Source: an optimization exercise on an open RTL-to-GDS flow (aim: small area and a short achievable clock period). Production flows keep margins and buffers that such runs may drop. No run shown here included a check of the RTL's function; only the layout flow was run. Power figures rest on the tool's default switching activity, not on a simulated workload.

--- design/flow/config.mk ---
export PLATFORM = sky130hd
export DESIGN_NAME = hfp8_codec
export DESIGN_NICKNAME = hfp8_codec
export VERILOG_FILES = /design/flow/design.v
export SDC_FILE = /design/flow/constraint.sdc
export NUM_CORES = 4
export LEC_CHECK = 0
export ABC_CLOCK_PERIOD_IN_PS = 5000
export CAP_MARGIN = 20
export CORE_MARGIN = 2
export CORE_UTILIZATION = 40
export SLEW_MARGIN = 20
--- design/flow/design.v ---
module hfp8_enc_lane (
    input  wire [30:0] a,         
    input  wire [2:0]  ebits,     
    input  wire [8:0]  c,         
    input  wire [8:0]  k,         
    output wire [6:0]  qp,        
    output wire        up,        
    output wire        ovf,       
    output wire        inexact    
);
    wire [7:0]  e   = a[30:23];
    wire        hid = |e;
    wire [8:0]  ea  = {1'b0, e[7:1], e[0] | ~hid};
    wire [8:0]  E = ea + c;                      
    wire [8:0]  v = k - ea;                      
    wire        e_ge1  = !E[8] && (E[7:0] != 8'd0);
    wire        normal = !E[8] && (E[7:1] != 7'd0);
    wire        zero   = !v[8] && (v[7:3] != 5'd0);    
    wire [2:0]  r = ebits - 3'd1;                
    wire [2:0]  u = e_ge1 ? r : v[2:0];
    wire [7:0]  top = sig_top(a[22:16], hid);
    wire [14:0] sh  = {top, 7'd0} >> u;
    wire [6:0]  n      = zero ? 7'd0 : sh[14:8];
    wire        guard  = zero ? 1'b0 : sh[7];
    wire        sticky = (|sh[6:0]) || (|a[15:0]) || (zero && (|top));
    wire [6:0]  mmask = 7'h7F >> ebits;          
    wire [6:0]  qp_n  = (E[6:0] << (~ebits)) | (n & mmask);
    assign qp      = normal ? qp_n : n;
    assign up      = guard & (sticky | n[0]);
    assign inexact = guard | sticky;
    assign ovf     = !E[8] && ((E[7:0] >> ebits) != 8'd0);
    function [7:0] sig_top(input [6:0] f, input h);
        sig_top = {h, f};
    endfunction
endmodule
module hfp8_dec_lane (
    input  wire [7:0]  b,
    input  wire [2:0]  r,        
    input  wire [6:0]  nb,       
    input  wire        en,
    output wire [31:0] f
);
    wire [11:0] al = {5'd0, b[6:0]} << r;
    wire [5:0]  E  = al[11:6];
    wire [5:0]  mt = al[5:0];
    wire        ez = (E == 6'd0);
    reg [2:0] lz;
    always @(*) begin
        casez (mt)
            6'b1?????: lz = 3'd0;
            6'b01????: lz = 3'd1;
            6'b001???: lz = 3'd2;
            6'b0001??: lz = 3'd3;
            6'b00001?: lz = 3'd4;
            6'b000001: lz = 3'd5;
            default:   lz = 3'd6;
        endcase
    end
    wire       sub_norm = ({4'd0, lz} < nb);         
    wire [7:0] exp_n    = {2'b0, E} + {1'b0, nb};
    wire [7:0] exp_s    = sub_norm ? ({1'b0, nb} - {5'd0, lz}) : 8'd0;
    wire [3:0] sh_s     = sub_norm ? ({1'b0, lz} + 4'd1) : nb[3:0];
    wire [5:0] fr_s     = mt << sh_s;
    wire       zero = !en || (ez && (mt == 6'd0));
    wire [7:0] expo = ez ? exp_s : exp_n;
    wire [5:0] fr   = ez ? fr_s : mt;
    assign f = zero ? {b[7] & en, 31'd0} : {b[7], expo, fr, 17'd0};
endmodule
module hfp8_codec (
    input  wire         clk,
    input  wire         rst,         
    input  wire         in_valid,
    input  wire         mode,        
    input  wire [2:0]   ebits,
    input  wire [7:0]   ebias,
    input  wire [31:0]  maxpos,      
    input  wire [127:0] din,
    output wire         out_valid,
    output wire         err,
    output wire [127:0] dout
);
    wire [6:0] mq;
    wire       mup, movf, minexact;
    wire [8:0] pc = {2'b11, ebias[6:0]} + 9'd1;                      
    wire [8:0] pk = {6'd0, ebits} + {2'b00, ~ebias[6:0]};            
    hfp8_enc_lane u_encm (
        .a(maxpos[30:0]), .ebits(ebits), .c(pc), .k(pk),
        .qp(mq), .up(mup), .ovf(movf), .inexact(minexact)
    );
    wire [6:0] cm = mq + {6'd0, mup};
    wire ebits_ok  = (ebits != 3'd0) && (ebits != 3'd7);
    wire ebias_ok  = (ebias != 8'd0) && !ebias[7];
    wire maxpos_ok = !maxpos[31]
                  && (maxpos[30:0] != 31'd0)
                  && !movf
                  && !((mq == 7'h7F) && minexact);
    wire param_err = !ebits_ok || !ebias_ok || (!mode && !maxpos_ok);
    wire [31:0] code_d;
    genvar i;
    generate
        for (i = 0; i < 4; i = i + 1) begin : lane
            wire [31:0] x = din[32*i +: 32];
            wire [6:0]  qp;
            wire        up, ovf, inexact;
            hfp8_enc_lane u_enc (
                .a(x[30:0]), .ebits(ebits), .c(pc), .k(pk),
                .qp(qp), .up(up), .ovf(ovf), .inexact(inexact)
            );
            wire [6:0]  q   = qp + {6'd0, up};
            wire        sel = ovf || (up ? (qp >= cm) : (qp > cm));
            wire [6:0]  qc  = sel ? cm : q;
            assign code_d[8*i +: 8] = param_err ? 8'd0
                                    : mode ? din[8*i +: 8]
                                    : {x[31], qc};
        end
    endgenerate
    reg        r_valid;
    reg        r_mode;
    reg        r_err;
    reg [31:0] r_code;
    reg [2:0]  r_r;
    reg [6:0]  r_nb;
    always @(posedge clk) begin
        if (rst)
            r_valid <= 1'b0;
        else
            r_valid <= in_valid;
        r_mode  <= mode;
        r_err   <= param_err;
        r_code  <= code_d;
        r_r     <= ebits - 3'd1;
        r_nb    <= ~ebias[6:0];
    end
    wire [127:0] dec_out;
    generate
        for (i = 0; i < 4; i = i + 1) begin : dlane
            hfp8_dec_lane u_dec (
                .b(r_code[8*i +: 8]), .r(r_r), .nb(r_nb), .en(r_mode),
                .f(dec_out[32*i +: 32])
            );
        end
    endgenerate
    assign out_valid = r_valid;
    assign err       = r_err;
    assign dout      = {dec_out[127:32], r_mode ? dec_out[31:0] : r_code};
endmodule
--- design/flow/run.sh ---
#!/bin/bash
# synth_recipe.tcl (not shown) runs the flow's synth.tcl, then flattens the netlist and writes it again
# the make line also repeats each setting of config.mk as NAME=value (left out here)
make -C /OpenROAD-flow-scripts/flow DESIGN_CONFIG=/design/flow/config.mk WORK_HOME=/design/flow/orfs CLKGATE_MAP_FILE= SYNTH_SCRIPT=/design/flow/synth_recipe.tcl finish
--- design/flow/constraint.sdc ---
create_clock -name core_clock -period 12.0 [get_ports {clk}]
set_input_delay 2.4000 -clock core_clock [delete_from_list [all_inputs] [get_ports {clk}]]
set_output_delay 2.4000 -clock core_clock [all_outputs]
set_load 0.01 [all_outputs]
==> results of run 1 <==
## cell type report
class | instances | area, um^2 | area share
inverters | 141 | 529.3 | 0.02658
clock buffers | 6 | 128.9 | 0.006471
repair buffers | 274 | 2680 | 0.1346
clock inverters | 2 | 38.79 | 0.001948
multi-input cells | 2103 | 14960 | 0.7513
flip-flops and latches | 45 | 900.9 | 0.04523
well taps | 539 | 674.4 | 0.03386
## layout by cell type (no fill, tap or decap), drive strengths merged, types with 18 or more instances in the layout
master,Yosys,routed
nand3,71,71
buf,80,23
o31ai,18,18
nand4,24,24
a31oi,30,30
conb,1,51
o22ai,35,35
or2,20,20
o21a,18,18
clkdlybuf4s50,0,251
nor2,208,208
o21ai,135,135
and3,30,30
ha,163,163
inv,140,140
mux2i,105,105
nor2b,66,66
xor2,49,49
nand2,157,157
xnor2,52,52
fa,19,19
mux2,36,36
nor3,79,79
or3,28,28
dfxtp,45,45
a21o,46,46
nand2b,38,38
o211ai,33,33
a21oi,184,184
a211oi,51,51
nor4,54,54
and2,33,33
## where the power goes
group / total (mW) / switching [mW] / internal, mW
clock: 0.172 / 0.0726 / 0.0991
combinational: 1.84 / 1.10 / 0.735
sequential: 0.183 / 0.0200 / 0.163
total: 2.19 / 1.20 / 0.997
## flip-flops by register name, summed over array words and instances, names as in the netlist
| name | flops |
|---|---|
| r_mode | 1 |
| r_err | 1 |
| r_code | 32 |
| r_nb | 7 |
| r_r | 3 |
| r_valid | 1 |
## kinds of logic (layout without fill, tap and decap cells)
kind of cell    count (synthesis)  after routing  share of synthesized area
xor+xnor                      101            101                    0.05220
flops                          45             45                    0.05316
other cells                     1             51                  0.0002213
compound gates                757            757                     0.3152
simple gates                  863            863                     0.2631
buf+inv                       287            423                    0.07767
fa+ha+maj                     185            185                     0.1447
mux                           146            146                    0.09376
## worst min-delay path by stage
| stage | from | end | slack (ns) | cells after the start |
|---|---|---|---|---|
| detailed placement | ebits[0] | r_r[0] | 2.72 | 2 |
| CTS | ebits[0] | r_r[0] | 2.39 | 2 |
| global placement | ebits[0] | r_r[0] | 2.72 | 2 |
| global route | ebits[0] | r_r[0] | 2.40 | 2 |
| finish | ebits[0] | r_r[0] | 2.39 | 2 |
| floorplan | mode | r_mode | 2.43 | 0 |
## per-layer routing
| metal | global-route usage | routed length (um) |
|---|---|---|
| met1 | 0.3594 | 27740 |
| met2 | 0.5135 | 32030 |
| met3 | 0.02663 | 3873 |
| met4 | 0.1257 | 2678 |
| met5 | 0 | 0 |
## metrics by stage
stage | hold WS [ns] | worst slack, ns
2_1_floorplan | 2.428 | 3.319
3_3_place_gp | 2.718 | 1.728
3_5_place_dp | 2.720 | 1.485
4_1_cts | 2.391 | 1.820
5_1_grt | 2.396 | 1.006
6_report | 2.390 | 1.661
==> out/results.md, run 1 <==
| Parameter | Reported | Unit |
| --- | --- | --- |
| Worst setup path class | input pin to flip-flop | - |
| Setup repair after global routing missed its margin | false | - |
| Highest clock frequency the design can meet | 96.72 | MHz |
| Static Leak | 8.194 | nW |
| Vias in the first global route | 18450 | - |
| Bufs on Longest Clock Path | 2 | - |
| Die area | 0.04403 | mm^2 |
| Vertical die dimension | 209.8 | um |
| Most area-consuming cells after synthesis | sky130_fd_sc_hd__ha_1 12%, sky130_fd_sc_hd__mux2i_1 6.1%, sky130_fd_sc_hd__a21oi_1 5.4% | - |
| Slowest cell on the critical path | sky130_fd_sc_hd__xnor2_1 | - |
| Antenna Violating Nets Remaining | 0 | - |
| Cell taking the most area after synthesis | sky130_fd_sc_hd__ha_1 | - |
| Peak VDD IR | 0.06367 | mV |
| Arrival time worst endpoint | 10.58 | ns |
| Maximum cell stage delay along the critical path | 0.73 | ns |
| Ports | 305 | - |
| Routability congestion estimate | 1.007 | - |
| CP Data Required Time | 12.24 | ns |
| Hold buffer count at CTS | 0 | - |
| Max transition margin | 0.2696 | - |
| Predominant post-synthesis flop cell | sky130_fd_sc_hd__dfxtp_1 | - |
| Number of filler cells placed in the layout | 4245 | - |
| Number of buffers added by the clock tree synthesis step | 5 | - |
| Post-synthesis sequential area ratio | 0.05316 | - |
| Number of DRC violations after detailed-routing iteration 0 | 1562 | - |
| Cell family with most CP delay | compound AO/OA/AOI/OAI gates | - |
| Worst-path clk slew | 0.07 | ns |
| Number of max-cap violations | 0 | - |
| Maximum number of pins on one net before global-route repair | 51 | - |
| Root Buffer Master | sky130_fd_sc_hd__clkbuf_16 | - |
| Initial Util | 0.4049 | - |
| DRT Pass-1 Iters | 8 | - |
| Cell area after layout | 0.01992 | mm^2 |
| Kind of start point of the critical path | input pin | - |
| Share of the core filled with cells in the final layout | 0.4758 | - |
| Path class of the lowest-slack min-delay path | input pin to flip-flop | - |
| Cell Count Post-Placement | 3102 | - |
| Timing endpoint of the critical path | r_code[3] | - |
| Post-DP HPWL | 54.94 | mm |
| Area share of the largest cell type after synthesis | 0.1203 | - |
| Global-route wire length before repair | 102.4 | mm |
| Yosys warning count | 3 | - |
| Crit path depth | 32 | - |
| Setup_tns | 0 | ns |
| Final Setup Violations | 0 | - |
| Post-DR vias/cell | 6.205 | - |
| Placed Instance Area | 0.01974 | mm^2 |
| Average cell area after synthesis | 7.106 | um^2 |
| Critical path buffers and inverters | 3 | - |
| Total of flip-flops plus latches after synthesis | 45 | - |
| Most used standard cell by instance count after synthesis | sky130_fd_sc_hd__nor2_1 | - |
| DRC violation count after routing | 0 | - |
| Total of cells resized after clock tree synthesis | 0 | - |
| Number of enable-type register cells in the synthesized netlist | 0 | - |
| Total setup buffers inserted after CTS | 0 | - |
| Fraction of layout instances using a drive strength above 1 | 0.05912 | - |
| Count of mapped cells out of synthesis | 2385 | - |
| Cell Area, Synth | 0.01695 | mm^2 |
| Power after layout | 2.193 | mW |
| Pwr dens | 110.1 | mW/mm^2 |
| Floorplan die width | 209.8 | um |
| TritonCTS clock tree | done | - |
| Synth top cells by count | 206 x sky130_fd_sc_hd__nor2_1, 182 x sky130_fd_sc_hd__a21oi_1, 163 x sky130_fd_sc_hd__ha_1 | - |
| Post-synth ARST share | 0 | - |
| All-Layer GR Usage | 0.2906 | - |
| Count of buffers from port buffering | 253 | - |
| Yosys cell types | 119 | - |
| FP Rows | 75 | - |
| Wire length reported by the detailed router | 66.32 | mm |
| Cell Count, Final, Fillers Out | 3110 | - |
| DR vias | 19300 | - |
| Final period demand of the worst path | 10.34 | ns |
| Worst setup path startpoint | ebias[3] | - |
| Slew at the pin closest to its max-slew limit | 1.086 | ns |
| Final number of max-transition violations | 0 | - |
| Outcome | finished clean | - |
| CTS Sinks | 45 | - |
| Peak fanout along the critical path | 8 | - |
| Antenna violations before repair | 0 | - |
| Diode count | 0 | - |
| Global-route congestion overflow total | 0 | - |
| Area delta synth->final | 17.51 | % |
| Category of the worst setup path capture point | flip-flop | - |
| Fraction of the cycle the final worst path needs | 0.8616 | - |
| Layout net count | 2927 | - |
| Core region area | 0.04185 | mm^2 |
| CTS H-Tree Depth | 2 | - |
| Wire length per cell | 21.32 | um |
| Final Hold Vio Count | 0 | - |
==> run 2: changes to the inputs <==
--- a/design/flow/config.mk
+++ b/design/flow/config.mk
@@ -5,8 +5,9 @@
 export SDC_FILE = /design/flow/constraint.sdc
 export NUM_CORES = 4
 export LEC_CHECK = 0
-export ABC_CLOCK_PERIOD_IN_PS = 5000
+export ABC_CLOCK_PERIOD_IN_PS = 3000
 export CAP_MARGIN = 20
 export CORE_MARGIN = 2
 export CORE_UTILIZATION = 40
+export SETUP_SLACK_MARGIN = 5
 export SLEW_MARGIN = 20
==> out/results.md, run 2 <==
| Parameter | Reported | Unit | vs previous |
| --- | --- | --- | --- |
| Outcome | finished clean | - |  |
| All-Layer GR Usage | 0.3254 | - | +0.03480 |
| Most area-consuming cells after synthesis | sky130_fd_sc_hd__ha_1 12%, sky130_fd_sc_hd__mux2i_1 6.1%, sky130_fd_sc_hd__a21oi_1 5.4% | - |  |
| Post-synth ARST share | 0 | - | unchanged |
| Flip-flop and latch area | 910.9 | um^2 | +1.1% |
| Average cell area after synthesis | 7.106 | um^2 | unchanged |
| Number of enable-type register cells in the synthesized netlist | 0 | - | unchanged |
| Final Hold Vio Count | 0 | - | unchanged |
| Final period demand of the worst path | 8.330 | ns | -2.008 ns |
| Routability congestion estimate | 0.9884 | - | -1.9% |
| Area occupied by multi-input gates | 0.01777 | mm^2 | +19% |
| Cell Area, Synth | 0.01695 | mm^2 | unchanged |
| Count of buffers from port buffering | 253 | - | unchanged |
| Smallest setup slack after layout | 3.670 | ns | +2.008 ns |
| Commonest non-fill, non-tap cell in the layout | sky130_fd_sc_hd__buf_4 | - |  |
| Number of max-cap violations | 0 | - | unchanged |
| Highest routed metal layer | met4 | - |  |
| Global-route wire length before repair | 114.3 | mm | +12% |
| Worst setup path class | input pin to flip-flop | - |  |
| Number of filler cells placed in the layout | 3715 | - | -12% |
| Predominant post-synthesis flop cell | sky130_fd_sc_hd__dfxtp_1 | - |  |
| Number of DRC violations after detailed-routing iteration 0 | 2049 | - | +31% |
| Path class of the lowest-slack min-delay path | input pin to flip-flop | - |  |
| DRC violation count after routing | 0 | - | unchanged |
| Post-DP HPWL | 56.15 | mm | +2.2% |
| Count of mapped cells out of synthesis | 2385 | - | unchanged |
| Post-place setup slack | 2.021 | ns | +0.5351 ns |
| Global-route congestion overflow total | 0 | - | unchanged |
| Arrival time worst endpoint | 8.54 | ns | -2.04 ns |
| FP Rows | 75 | - | unchanged |
| Worst-path clk slew | 0.08 | ns | about the same |
| CTS Sinks | 45 | - | unchanged |
| Library cell appearing most often on the critical path | sky130_fd_sc_hd__ha_4 | - |  |
| Peak fanout along the critical path | 7 | - | -1 |
| Layout net count | 3205 | - | +9.5% |
| Root Buffer Master | sky130_fd_sc_hd__clkbuf_16 | - |  |
| Routed met3 length | 5.463 | mm | +41% |
| Antenna violations before repair | 0 | - | unchanged |
| DRT Pass-1 Iters | 5 | - | -3 |
| Yosys cell types | 119 | - | unchanged |
| Peak VDD IR | 0.07565 | mV | +19% |
| Maximum number of pins on one net before global-route repair | 54 | - | +5.9% |
| Kind of start point of the critical path | input pin | - |  |
| Pwr dens | 115.9 | mW/mm^2 | +5.3% |
| Total of flip-flops plus latches after synthesis | 45 | - | unchanged |
| Routed length on met1 | 29.63 | mm | +6.8% |
| Wire length per cell | 22.60 | um | +6.0% |
| Static Leak | 10.49 | nW | +28% |
| Wire length reported by the detailed router | 76.57 | mm | +15% |
| Core region area | 0.04185 | mm^2 | unchanged |
| Yosys warning count | 3 | - | unchanged |
| Bufs on Longest Clock Path | 2 | - | unchanged |
| Ports | 305 | - | unchanged |
| Diode count | 0 | - | unchanged |
| Slew at the pin closest to its max-slew limit | 1.055 | ns | -0.03161 ns |
| Area share of the largest cell type after synthesis | 0.1203 | - | unchanged |
| Vias in the first global route | 20450 | - | +11% |
| Cell taking the most area after synthesis | sky130_fd_sc_hd__ha_1 | - |  |
| CP Data Required Time | 12.21 | ns | -0.03 ns |
| Number of buffers added by the clock tree synthesis step | 5 | - | unchanged |
| Slowest cell on the critical path | sky130_fd_sc_hd__a2111oi_4 | - |  |
| Registers with the most flip-flops | r_code (32), r_nb (7), r_r (3) | - |  |
| Floorplan die width | 209.8 | um | unchanged |
| Final Setup Violations | 0 | - | unchanged |
| Maximum cell stage delay along the critical path | 0.48 | ns | -0.25 ns |
| Synth top cells by count | 206 x sky130_fd_sc_hd__nor2_1, 182 x sky130_fd_sc_hd__a21oi_1, 163 x sky130_fd_sc_hd__ha_1 | - |  |
| Sum of met2 wire segment lengths after detailed routing | 36.96 | mm | +15% |
| Post-synthesis sequential area ratio | 0.05316 | - | unchanged |
| Vertical die dimension | 209.8 | um | unchanged |
| Setup repair after global routing missed its margin | true | - |  |
| Antenna Violating Nets Remaining | 0 | - | unchanged |
| Max FFs per register | 32 | - | unchanged |
| Highest clock frequency the design can meet | 120.0 | MHz | +24% |
| Share of the core filled with cells in the final layout | 0.6000 | - | +0.1242 |
| Fraction of layout instances using a drive strength above 1 | 0.2875 | - | +0.2283 |
| Most used standard cell by instance count after synthesis | sky130_fd_sc_hd__nor2_1 | - |  |
| Setup_tns | 0 | ns | unchanged |
| Fraction of the cycle the final worst path needs | 0.6942 | - | -0.1674 |
| Biggest register | r_code | - |  |
| Post-DR vias/cell | 6.344 | - | +2.2% |
| Hold buffer count at CTS | 0 | - | unchanged |
| Max transition margin | 0.2954 | - | +0.02574 |
| TritonCTS clock tree | done | - |  |
| Final number of max-transition violations | 0 | - | unchanged |
| Die area | 0.04403 | mm^2 | unchanged |
| Most used cells in the layout excluding fill and tap cells | 258 x sky130_fd_sc_hd__buf_4, 187 x sky130_fd_sc_hd__nor2_1, 181 x sky130_fd_sc_hd__clkdlybuf4s50_1 | - |  |
| DR vias | 21490 | - | +11% |
| Initial Util | 0.4049 | - | unchanged |
| Category of the worst setup path capture point | flip-flop | - |  |
| Area delta synth->final | 48.18 | % |  |
| CTS H-Tree Depth | 2 | - | unchanged |
## run 2: power breakdown
group / internal [mW] / switching (mW) / total, mW
sequential: 0.163 / 0.0261 / 0.189
clock: 0.0787 / 0.0746 / 0.153
combinational: 1.16 / 1.41 / 2.57
## run 2: critical path, delay by kind of cell
family                     cells  cell delay, ns
and+or+nand+nor                8            1.55
xor gates and xnor gates       1            0.20
adders and majority gates      5            1.21
buffers and inverters          4            0.46
AOI/OAI and AO/OA             13            2.71
## run 2: cells by family after synthesis
logic type / count (synthesis) / synth area share
xor+xnor: 101 / 0.05220
simple gates: 863 / 0.2631
flops: 45 / 0.05316
buf+inv: 287 / 0.07767
mux: 146 / 0.09376
compound gates: 757 / 0.3152
other cells: 1 / 0.0002213
fa+ha+maj: 185 / 0.1447
## run 2: worst paths after layout
kind | from | endpoint | slack, ns | depth (start not counted)
hold / removal | ebias[1] | r_nb[1] | 2.31 | 2
setup / recovery | ebias[0] | r_code[5] | 3.67 | 31
## run 2: final cells by class
class / instances / area share
repair buffers: 550 / 0.2012
inverters: 141 / 0.02207
multi-input cells: 2105 / 0.7076
clock inverters: 3 / 0.0009965
flip-flops and latches: 45 / 0.03627
clock buffers: 5 / 0.004982
well taps: 539 / 0.02685
## run 2: stage by stage
stage	power [mW]	hold slack [ns]	instances	area (um^2)
after floorplan	1.526	2.428	2435	17570
after global placement	2.018	2.931	3099	20100
after detailed placement	2.039	2.954	3099	20110
after CTS	2.661	2.325	3308	23820
after global routing	3.088	2.317	3388	25110
final	2.912	2.312	3388	25110
## run 2: metal layers
| metal | vias up | track usage |
|---|---|---|
| met3 | 260 | 0.04010 |
| li1 | 9844 | - |
| met1 | 10300 | 0.3885 |
| met2 | 1093 | 0.5705 |
| met4 | 0 | 0.1717 |
| met5 | - | 0 |
## run 2: what timing repair did
action                                  4_1_cts  5_1_grt
pin swaps                                   154      107
endpoints found under the setup margin       80       69
setup buffers                               196       77
cloned                                        5        3
gates resized for setup                     478      164

-- separate check: timing with driven ports --
The flow's constraints put no driver on any port. The routed layouts listed below were extracted and timed again, unchanged, in two steps.
Step 1: set_driving_cell puts a clkbuf_16 on clk and a buf_2 on each other input, an assumption about the parent block.
Step 2 also shifts input and output timing later by t, the mid clock arrival at the registers, as if the neighbouring blocks saw the same clock.
a / b / c = ideal / step 1 / step 2; a / b = the first two.
| run | t (ns) | slack for setup (ns) | worst register clock-pin slew, ns | worst slew at a driven data input, ns |
|---|---|---|---|---|
| run 1 | 0.366 | 1.661 / 1.687 / 1.321 | 0.07 / 0.07 | 0.06 |
| run 2 | 0.362 | 3.670 / 3.667 / 3.305 | 0.08 / 0.08 | 0.07 |
After both steps setup and hold are still met in every run listed. For run 2, which loses most, drivers alone change the setup slack by -0.003 ns; drivers and shift together by -0.365 ns.
